Background: an optimization exercise with open tools, aiming at small area, a short achievable clock period and few clock cycles. Do not read the settings as production practice.
RTL that was checked went through simulation tests only; none was proved equivalent to the original.
Power is estimated from default activity; no workload was simulated.

## symcodec_rx
module symcodec_rx (
    input  wire        clk,
    input  wire        rst,
    input  wire        in_valid,
    output wire        in_ready,
    input  wire [63:0] in_data,     
    input  wire [3:0]  in_groups,   
    input  wire        in_last,     
    output reg         out_valid,
    output reg  [7:0]  out_byte,
    output reg  [2:0]  out_kind,    
    output reg         done,
    output wire [1:0]  res,         
    output wire [3:0]  cause,       
    output wire        chkmis,
    output wire [15:0] clean_bits,
    output wire [15:0] n_bytes,
    output wire [31:0] pre,
    output wire [15:0] len,
    output wire [7:0]  stored_chk,
    output wire [7:0]  calc_chk,
    output wire [15:0] bad_index,
    output wire [5:0]  bad_win
);
Size in the first run: about 1,200 cells after synthesis, roughly 190 flip-flops, about 210 I/O pins, about 9800 um2 of cells after synthesis.
Settings: LEC_CHECK=0, ABC_AREA=1, CAP_MARGIN=20, CORE_MARGIN=2, CORE_UTILIZATION=50, SLEW_MARGIN=20; clock period 5.0 ns.
standard.sh (not shown) runs the stock make flow with config.mk's settings and CLKGATE_MAP_FILE= SYNTH_SCRIPT=/design/flow/synth_recipe.tcl, a recipe that flattens the netlist after the stock synthesis.
==> flow/flow/run.sh <==
#!/bin/bash
# Standard ORFS layout (standard.sh: the standard flow's synthesis, floorplan, place, CTS,
# route, finish) with one change: the buffers that buffer_ports puts on every
# input and output port are sky130_fd_sc_hd__buf_1 cells instead of the
# default pick. The full make output goes to standard.log in this folder;
# each ORFS step's own log stays under orfs/logs/.
set -euo pipefail
export BUFFER_PORTS_ARGS="-buffer_cell sky130_fd_sc_hd__buf_1"
bash standard.sh > standard.log 2>&1
==> next run, changes <==
==> flow/run.sh (new file) <==
#!/bin/bash
# synth_recipe.tcl (not shown) runs the flow's synth.tcl, then flattens the netlist and writes it again
# the make line also repeats each setting of config.mk as NAME=value (left out here)
make -C /OpenROAD-flow-scripts/flow DESIGN_CONFIG=/design/flow/config.mk WORK_HOME=/design/flow/orfs CLKGATE_MAP_FILE= SYNTH_SCRIPT=/design/flow/synth_recipe.tcl finish
removed: flow/flow/run.sh
removed: flow/standard.sh
Outcome: Non-clock buffer count does not change. Worst setup slack is worse by 0.051 ns. Maximum frequency falls by 1.4%. Clock skew went up by 0.0046 ns. Sequential power stays flat. Core utilization increases by 6.7 points.
No functional check of the RTL was part of any run of this note.

---

symcodec_rx, a different RTL version from the one above (not shown whole).
For scale: about 1,100 cells after synthesis, ~0.0091 mm^2 of cells after synthesis.
Settings: LEC_CHECK=0, ABC_AREA=1, CAP_MARGIN=20, CORE_MARGIN=2, CORE_UTILIZATION=50, SETUP_SLACK_MARGIN=2.8, SLEW_MARGIN=20; clock period 5.0 ns.
==> flow/flow/run.sh <==
#!/bin/bash
# Standard ORFS layout (standard.sh: the standard flow's synthesis, floorplan, place, CTS,
# route, finish) with two changes:
#  - the buffers that buffer_ports puts on every input and output port are
#    sky130_fd_sc_hd__buf_1 cells instead of the default pick;
#  - clock tree synthesis builds the tree from clkbuf_8/clkbuf_16 cells and
#    adds no dummy loads to even out the tree.
# The full make output goes to standard.log in this folder; each ORFS step's
# own log stays under orfs/logs/.
set -euo pipefail
export BUFFER_PORTS_ARGS="-buffer_cell sky130_fd_sc_hd__buf_1"
export CTS_ARGS="-sink_clustering_enable -repair_clock_nets -buf_list {sky130_fd_sc_hd__clkbuf_8 sky130_fd_sc_hd__clkbuf_16} -dont_use_dummy_load"
bash standard.sh > standard.log 2>&1
Testbench counts at the start, summed over its fixed seeds: cycles 15,365.
==> next run, changes <==
Settings changed: SETUP_SLACK_MARGIN 2.8 to 2.7.
After rerunning:
- area after synthesis stays the same
- power is about the same
- core utilization came out lower by 4.2 points
==> next run, changes <==
--- a/flow/flow/run.sh
+++ b/flow/flow/run.sh
@@ -3,5 +3,4 @@
-# route, finish) with two changes:
-#  - the buffers that buffer_ports puts on every input and output port are
-#    sky130_fd_sc_hd__buf_1 cells instead of the default pick;
-#  - clock tree synthesis builds the tree from clkbuf_8/clkbuf_16 cells and
-#    adds no dummy loads to even out the tree.
+# route, finish) with two changes: the buffers that buffer_ports puts on every
+# input and output port are sky130_fd_sc_hd__buf_1 cells instead of the
+# default pick, and clock tree synthesis builds the tree from clkbuf_8 cells
+# without the dummy loads it otherwise adds to even out the tree.
Result: Hold slack does not change; via count stays the same; first-iteration DRC count does not change; routed wire length does not change.

---

## run A
Another version of the RTL of symcodec_rx (not shown whole).
Size in the first run: about 180 flip-flops, about 210 I/O pins, ~9700 um2 of cells after synthesis.
## symcodec_rx
module symcodec_rx (
    input  wire        clk,
    input  wire        rst,
    input  wire        in_valid,
    output wire        in_ready,
    input  wire [63:0] in_data,     
    input  wire [3:0]  in_groups,   
    input  wire        in_last,     
    output reg         out_valid,
    output reg  [7:0]  out_byte,
    output reg  [2:0]  out_kind,    
    output reg         done,
    output wire [1:0]  res,         
    output wire [3:0]  cause,       
    output wire        chkmis,
    output wire [15:0] clean_bits,
    output wire [15:0] n_bytes,
    output wire [31:0] pre,
    output wire [15:0] len,
    output wire [7:0]  stored_chk,
    output wire [7:0]  calc_chk,
    output wire [15:0] bad_index,
    output wire [5:0]  bad_win
);
export LEC_CHECK = 0
export ABC_AREA = 1
export CAP_MARGIN = 20
export CORE_MARGIN = 2
export CORE_UTILIZATION = 50
export CTS_BUF_LIST = sky130_fd_sc_hd__clkbuf_8
export CTS_CLUSTER_SIZE = 24
export SETUP_SLACK_MARGIN = 2.7
export SLEW_MARGIN = 20
create_clock -name core_clock -period 5.0 [get_ports {clk}]
==> flow/flow/run.sh <==
#!/bin/bash
# Standard ORFS layout (standard.sh: the standard flow's synthesis, floorplan, place, CTS,
# route, finish) with one change: the buffers that buffer_ports puts on every
# input and output port are sky130_fd_sc_hd__buf_1 cells instead of the
# default pick. The full make output goes to standard.log in this folder;
# each ORFS step's own log stays under orfs/logs/.
set -euo pipefail
export BUFFER_PORTS_ARGS="-buffer_cell sky130_fd_sc_hd__buf_1"
bash standard.sh > standard.log 2>&1
Testbench counts of run A, summed over its fixed seeds: cycles 15,365.
The inputs of run B differ from those of run A as listed below.
Settings: CTS_CLUSTER_SIZE removed (was 24); CTS_BUF_LIST removed (was sky130_fd_sc_hd__clkbuf_8).
==> flow/flow/run.sh <==
#!/bin/bash
# Standard ORFS layout (standard.sh: the standard flow's synthesis, floorplan, place, CTS,
# route, finish) with two changes: the buffers that buffer_ports puts on every
# input and output port are sky130_fd_sc_hd__buf_1 cells instead of the
# default pick, and clock tree synthesis builds the tree from clkbuf_8 cells
# without the dummy loads it otherwise adds to even out the tree.
# The full make output goes to standard.log in this folder; each ORFS step's
# own log stays under orfs/logs/.
set -euo pipefail
export BUFFER_PORTS_ARGS="-buffer_cell sky130_fd_sc_hd__buf_1"
export CTS_ARGS="-sink_clustering_enable -repair_clock_nets -buf_list sky130_fd_sc_hd__clkbuf_8 -dont_use_dummy_load"
bash standard.sh > standard.log 2>&1
Findings:
The worst-margin pin slew of run B falls short of that of run A by 0.035 ns.
The power of run B was superior to that of run A.
NOTE clock power run A->run B decreased by more than 10%
Global-route usage of run B is on par with run A.
The wire length on run A is in line with that on run B.
For run C, these inputs were changed with respect to run B:
==> flow/flow/run.sh <==
#!/bin/bash
# Standard ORFS layout (standard.sh: the standard flow's synthesis, floorplan, place, CTS,
# route, finish) with one change: the buffers that buffer_ports puts on every
# input and output port are sky130_fd_sc_hd__buf_1 cells instead of the
# default pick. The full make output goes to standard.log in this folder;
# each ORFS step's own log stays under orfs/logs/.
set -euo pipefail
export BUFFER_PORTS_ARGS="-buffer_cell sky130_fd_sc_hd__buf_1"
bash standard.sh > standard.log 2>&1
==> notes.md <==
The layout-stage area growth over the synthesis result number comes out higher for run C vs run B. Against run B as the reference, run C delivers a higher overall power after layout. Summary of run C over run B: power dissipated in sequential cells roughly the same; cell area higher; register share of total power lower. Summary of run C over run B: first-iteration DRC count went up by about 9%, via total after detailed routing moved up. In the tables for run B and run C, worst hold-check slack reads lower with run B. The run with more routed wire is run C, not run B. Run B → run C: transition time of the tightest slew-check pin increased by 0.051 ns relative to the old numbers, combinational share of power decreased by 1.0 points relative to the old numbers.
What run D does differently from run C at the input level:
Settings: changing SETUP_SLACK_MARGIN from 2.7 to 2.8; setting CTS_BUF_LIST to sky130_fd_sc_hd__clkbuf_8 for the first time.
--- outcome ---
Diff run C -> run D: fill cell instance count of the final layout held steady, relative area of clock buffers and inverters in the final design shrank by 1.6 points, count of plain and timing-repair buffers grew by about 3.5%, arrival time at the worst endpoint grew by 1.32 ns, final wirelength grew by about 1.3%. Run D improves on run C in internal power contribution. Row part of the power in the clock network: run D lower / run C higher. On final-layout worst hold slack, run C tracks run D almost exactly. Compared run D against run C; cell area within noise. Per the comparison of run D with run C, sequential share of layout area did not really move, detailed-route via count went up.

---

symcodec_rx again, from the RTL that the note above started with.
==> flow/config.mk <==
export PLATFORM = sky130hd
export DESIGN_NAME = symcodec_rx
export DESIGN_NICKNAME = symcodec_rx
export VERILOG_FILES = /design/flow/design.v
export SDC_FILE = /design/flow/constraint.sdc
export NUM_CORES = 4
export LEC_CHECK = 0
export ABC_AREA = 1
export CAP_MARGIN = 20
export CORE_MARGIN = 2
export CORE_UTILIZATION = 50
export CTS_BUF_LIST = sky130_fd_sc_hd__clkbuf_8
export SETUP_SLACK_MARGIN = 2.7
export SLEW_MARGIN = 20
==> flow/constraint.sdc <==
create_clock -name core_clock -period 5.0 [get_ports {clk}]
set_input_delay 1.0000 -clock core_clock [delete_from_list [all_inputs] [get_ports {clk}]]
set_output_delay 1.0000 -clock core_clock [all_outputs]
set_load 0.01 [all_outputs]
==> flow/flow/run.sh <==
#!/bin/bash
# Standard ORFS layout (standard.sh: the standard flow's synthesis, floorplan, place, CTS,
# route, finish) with one change: the buffers that buffer_ports puts on every
# input and output port are sky130_fd_sc_hd__buf_1 cells instead of the
# default pick. The full make output goes to standard.log in this folder;
# each ORFS step's own log stays under orfs/logs/.
set -euo pipefail
export BUFFER_PORTS_ARGS="-buffer_cell sky130_fd_sc_hd__buf_1"
bash standard.sh > standard.log 2>&1
Testbench counts at the start, summed over its fixed seeds: cycles 15,365.
Next try:
- CORE_UTILIZATION: 50 -> 55
Total power went up by about 0.54%. Hold slack degrades by 6.5 ps. Design area went down by about 0.8%. Wire length went down by 0.90%.

---

## rev 12
symcodec_rx, a different RTL version from the one above (not shown whole).
For scale: roughly 960 cells after synthesis, ~180 flip-flops, about 210 I/O pins.
export LEC_CHECK = 0
export CAP_MARGIN = 20
export CORE_MARGIN = 2
export CORE_UTILIZATION = 50
export SETUP_SLACK_MARGIN = 2.7
export SLEW_MARGIN = 20
create_clock -name core_clock -period 5.0 [get_ports {clk}]
==> flow/flow/run.sh <==
#!/bin/bash
# Standard ORFS layout (standard.sh: the standard flow's synthesis, floorplan, place, CTS,
# route, finish) with two changes:
#  - the buffers that buffer_ports puts on every input and output port are
#    sky130_fd_sc_hd__buf_1 cells instead of the default pick;
#  - clock tree synthesis builds the tree from clkbuf_4/clkbuf_8 cells and
#    adds no dummy loads to even out the tree.
# The full make output goes to standard.log in this folder; each ORFS step's
# own log stays under orfs/logs/.
set -euo pipefail
export BUFFER_PORTS_ARGS="-buffer_cell sky130_fd_sc_hd__buf_1"
export CTS_ARGS="-sink_clustering_enable -repair_clock_nets -buf_list {sky130_fd_sc_hd__clkbuf_4 sky130_fd_sc_hd__clkbuf_8} -dont_use_dummy_load"
bash standard.sh > standard.log 2>&1
Rev 12 has completed all stages; timing, DRC and antenna checks passed.
Testbench counts of rev 12, summed over its fixed seeds: cycles 15,365.
#### Input delta (rev 13 over rev 12)
# rev 12
export LEC_CHECK = 0
export CAP_MARGIN = 20
export CORE_MARGIN = 2
export CORE_UTILIZATION = 50
export SETUP_SLACK_MARGIN = 2.7
export SLEW_MARGIN = 20
create_clock -name core_clock -period 5.0 [get_ports {clk}]
# rev 13
export LEC_CHECK = 0
export ABC_AREA = 1
export CAP_MARGIN = 20
export CORE_MARGIN = 2
export CORE_UTILIZATION = 55
export SETUP_SLACK_MARGIN = 2.7
export SLEW_MARGIN = 20
create_clock -name core_clock -period 5.0 [get_ports {clk}]
[summary]
Net switching component of the power was higher in rev 13 than in rev 12. Against rev 12, rev 13 reports a number of standard cells after synthesis that is higher. Changes observed in rev 13 relative to rev 12: clock transition time at the flip-flop clock pins of the worst setup and hold paths now larger; worst path setup slack after routing has increased; netlist area before placement went down 2.8%; multiplexer share of the synthesized area shows a reduction of 3.2 points; worst hold slack -0.031 ns. Re maximum number of pins on one net before global-route repair: rev 12 and rev 13 aren't equal, and the lower value belongs to rev 13. Rev 13 has combinational fraction of design power above what rev 12 had.

---

lane 1:
Another version of the RTL of symcodec_rx (not shown whole).
For scale: roughly 1,200 cells after synthesis, roughly 180 flip-flops, about 210 I/O pins, about 9200 um2 of cells after synthesis.
==> flow/design.v (excerpt) <==
module symcodec_rx (
    input  wire        clk,
    input  wire        rst,
    input  wire        in_valid,
    output wire        in_ready,
    input  wire [63:0] in_data,     
    input  wire [3:0]  in_groups,   
    input  wire        in_last,     
    output reg         out_valid,
    output reg  [7:0]  out_byte,
    output reg  [2:0]  out_kind,    
    output reg         done,
    output wire [1:0]  res,         
    output wire [3:0]  cause,       
    output wire        chkmis,
    output wire [15:0] clean_bits,
    output wire [15:0] n_bytes,
    output wire [31:0] pre,
    output wire [15:0] len,
    output wire [7:0]  stored_chk,
    output wire [7:0]  calc_chk,
    output wire [15:0] bad_index,
    output wire [5:0]  bad_win
);
clock: 5.0 ns
lec_check: 0
abc_area: 1
cap_margin: 20
core_margin: 2
core_utilization: 50
setup_slack_margin: 2.7
slew_margin: 20
==> flow/flow/run.sh <==
#!/bin/bash
# Standard ORFS layout (standard.sh: the standard flow's synthesis, floorplan, place, CTS,
# route, finish) with two changes:
#  - the buffers that buffer_ports puts on every input and output port are
#    sky130_fd_sc_hd__buf_1 cells instead of the default pick;
#  - clock tree synthesis builds the tree from clkbuf_8/clkbuf_16 cells and
#    adds no dummy loads to even out the tree.
# The full make output goes to standard.log in this folder; each ORFS step's
# own log stays under orfs/logs/.
set -euo pipefail
export BUFFER_PORTS_ARGS="-buffer_cell sky130_fd_sc_hd__buf_1"
export CTS_ARGS="-sink_clustering_enable -repair_clock_nets -buf_list {sky130_fd_sc_hd__clkbuf_8 sky130_fd_sc_hd__clkbuf_16} -dont_use_dummy_load"
bash standard.sh > standard.log 2>&1
Lane 1 went all the way through synthesis, placement and routing and the layout is clean on timing, DRC and antenna.
Testbench counts of lane 1, summed over its fixed seeds: cycles 15,365.
> inputs changed (lane 1 -> lane 2)
- putting ABC_CLOCK_PERIOD_IN_PS at 2200 where nothing was set
diff --git a/flow/flow/run.sh b/flow/flow/run.sh
--- a/flow/flow/run.sh
+++ b/flow/flow/run.sh
@@ -5,3 +5,3 @@
 #    sky130_fd_sc_hd__buf_1 cells instead of the default pick;
-#  - clock tree synthesis builds the tree from clkbuf_8/clkbuf_16 cells and
+#  - clock tree synthesis builds the tree from clkbuf_4/clkbuf_8 cells and
 #    adds no dummy loads to even out the tree.
@@ -11,3 +11,3 @@
 export BUFFER_PORTS_ARGS="-buffer_cell sky130_fd_sc_hd__buf_1"
-export CTS_ARGS="-sink_clustering_enable -repair_clock_nets -buf_list {sky130_fd_sc_hd__clkbuf_8 sky130_fd_sc_hd__clkbuf_16} -dont_use_dummy_load"
+export CTS_ARGS="-sink_clustering_enable -repair_clock_nets -buf_list {sky130_fd_sc_hd__clkbuf_4 sky130_fd_sc_hd__clkbuf_8} -dont_use_dummy_load"
 bash standard.sh > standard.log 2>&1
## What came out
The worst slack on hold paths of lane 2 falls short of that of lane 1 by 3.1 ps.
The cell count was comparable across lane 2 and lane 1.
Changes observed in lane 2 relative to lane 1: overall power consumption has decreased; utilization has decreased.
Of lane 2 and lane 1, it is lane 2 that has the higher shortest clock period the worst path allows after layout.
The post-route standard cell area excluding fillers in lane 2 sits about 1.8% below the value recorded for lane 1.
[lane 2 vs lane 1] average via count per standard cell: lower in lane 2
Taking lane 1 as the reference, in lane 2 wire length per cell shrank by about 0.47%; clock transition time at the flip-flop clock pins of the worst setup and hold paths now sits higher.
Re final count of negative-setup-slack endpoints: no difference whatsoever between lane 2 and lane 1.
The fraction of final layout cells sized beyond drive strength 1 on lane 2 is in line with that on lane 1.
The following lists how lane 3 was set up differently from lane 2:
- removing ABC_CLOCK_PERIOD_IN_PS (formerly 2200)
### Flow results
- Comparing lane 3 against lane 2, there is no change at all in maximum root-to-sink buffer count.
- Lane 3 has completed all stages; timing, DRC and antenna checks passed.
- Die area: lane 3 vs lane 2 — no meaningful difference
- Reported for lane 3 and lane 2, hold slack turned out identical to the last digit.
- From lane 2 to lane 3 the numbers moved as follows: worst setup slack about even; total overflow reported by the global router about even.
- As far as wire length of the first global-routing pass goes, lane 2 and lane 3 are indistinguishable; the numbers are identical.
Input-level comparison between lane 4 and lane 3:
- CORE_UTILIZATION changed from 50 to 55
==> comparison <==
Going from lane 3 to lane 4, sequential share of layout area shrinks by 0.16 points. [lane 4] relative contribution of the clock network to total power fell 0.2 points relative to lane 3. Summary of lane 4 over lane 3: die area has decreased, register bit count reported by yosys has remained practically unchanged, shortest clock period the worst path allows after layout has decreased, total number of vias has remained practically unchanged. When lane 4 is set beside lane 3, its worst setup slack after layout turns out to be 33 ps larger. Any difference in portion of total power attributed to combinational logic between lane 4 and lane 3 is small enough to ignore. The final reports for lane 4 and lane 3 show cell area higher in the former. Going from lane 3 to lane 4, violation count after the first detailed-routing iteration dropped 30; routed wire length dropped 4.0%.
### lane 4 -> lane 5
- changing CORE_UTILIZATION from 55 to 50
diff --git a/flow/flow/run.sh b/flow/flow/run.sh
--- a/flow/flow/run.sh
+++ b/flow/flow/run.sh
@@ -5,3 +5,3 @@
 #    sky130_fd_sc_hd__buf_1 cells instead of the default pick;
-#  - clock tree synthesis builds the tree from clkbuf_4/clkbuf_8 cells and
+#  - clock tree synthesis builds the tree from {sky130_fd_sc_hd__clkbuf_4 sky130_fd_sc_hd__clkbuf_8} cells and
 #    adds no dummy loads to even out the tree.
Results
- In the tables for lane 5 and lane 4, worst slack after detailed placement reads lower with lane 5.
- Final routed wirelength across all metal layers | lane 5 above lane 4
- [compare] base=lane 4 new=lane 5: combinational share of power held; multi-input combinational cell area shows a reduction of 41 um2; power dissipated by switching net loads went up by 0.0000096 W; design area decreased 0.34%.
- Lane 5 completed every stage of the flow, and the final layout passed the timing, DRC and antenna checks.
- Area growth from synthesis to final layout: lane 5 vs lane 4 down 0.39 points
- sequential cells as the area-dominant cell class after layout was reported by lane 5, and multi-input gates by lane 4.

## what the ideal ports hide
No port has a modelled driver above. Below, the same layouts with a new extraction and two added sets of constraints.
Step 1 assumes that a clkbuf_16 drives the clock port and a buf_2 every other input.
Step 2, shift: input delay + t, output delay - t, t = (earliest + latest rising clock arrival at the registers) / 2. This alone moves slack from input paths to output paths.
Slacks: ideal ports / drivers / drivers and shift; pairs: ideal ports / drivers.
| run | t, ns | slack for setup (ns) | hold slack, ns | slew at the worst register clock pin (ns) | worst data-port slew with drivers (ns) |
|---|---|---|---|---|---|
| the first run of note 1 | 0.475 | 1.499 / 1.499 / 1.499 | 0.418 / 0.418 / 0.418 | 0.09 / 0.09 | 0.04 |
| the second run of note 1 | 0.476 | 1.448 / 1.448 / 1.448 | 0.416 / 0.416 / 0.416 | 0.09 / 0.09 | 0.05 |
| the first run of note 2 | 0.457 | 2.792 / 2.778 / 2.525 | 0.391 / 0.391 / 0.391 | 0.08 / 0.08 | 0.04 |
| the second run of note 2 | 0.467 | 2.757 / 2.713 / 2.472 | 0.397 / 0.397 / 0.397 | 0.09 / 0.09 | 0.04 |
| the third run of note 2 | 0.467 | 2.757 / 2.713 / 2.472 | 0.397 / 0.397 / 0.397 | 0.09 / 0.09 | 0.04 |
| run A | 0.502 | 2.756 / 2.717 / 2.433 | 0.403 / 0.403 / 0.403 | 0.11 / 0.11 | 0.03 |
| run B | 0.489 | 2.765 / 2.725 / 2.473 | 0.398 / 0.398 / 0.398 | 0.10 / 0.10 | 0.03 |
| run C | 0.475 | 2.754 / 2.710 / 2.515 | 0.403 / 0.403 / 0.403 | 0.08 / 0.08 | 0.03 |
| run D | 0.502 | 2.810 / 2.771 / 2.519 | 0.404 / 0.404 / 0.404 | 0.11 / 0.11 | 0.03 |
| the first run of note 4 | 0.502 | 2.756 / 2.717 / 2.433 | 0.403 / 0.403 / 0.403 | 0.11 / 0.11 | 0.03 |
| the second run of note 4 | 0.500 | 2.747 / 2.708 / 2.424 | 0.397 / 0.397 / 0.397 | 0.11 / 0.11 | 0.03 |
| rev 12 | 0.480 | 2.678 / 2.678 / 2.369 | 0.413 / 0.413 / 0.413 | 0.12 / 0.12 | 0.04 |
| rev 13 | 0.494 | 2.805 / 2.767 / 2.452 | 0.382 / 0.382 / 0.382 | 0.11 / 0.11 | 0.03 |
| lane 1 | 0.471 | 2.802 / 2.756 / 2.434 | 0.403 / 0.403 / 0.403 | 0.08 / 0.08 | 0.04 |
| lane 2 | 0.485 | 2.778 / 2.737 / 2.394 | 0.400 / 0.400 / 0.400 | 0.11 / 0.11 | 0.04 |
| lane 3 | 0.485 | 2.778 / 2.737 / 2.394 | 0.400 / 0.400 / 0.400 | 0.11 / 0.11 | 0.04 |
| lane 4 | 0.489 | 2.810 / 2.769 / 2.455 | 0.390 / 0.390 / 0.390 | 0.11 / 0.11 | 0.03 |
| lane 5 | 0.485 | 2.778 / 2.737 / 2.394 | 0.400 / 0.400 / 0.400 | 0.11 / 0.11 | 0.04 |
After both steps setup and hold are still met in every run listed.
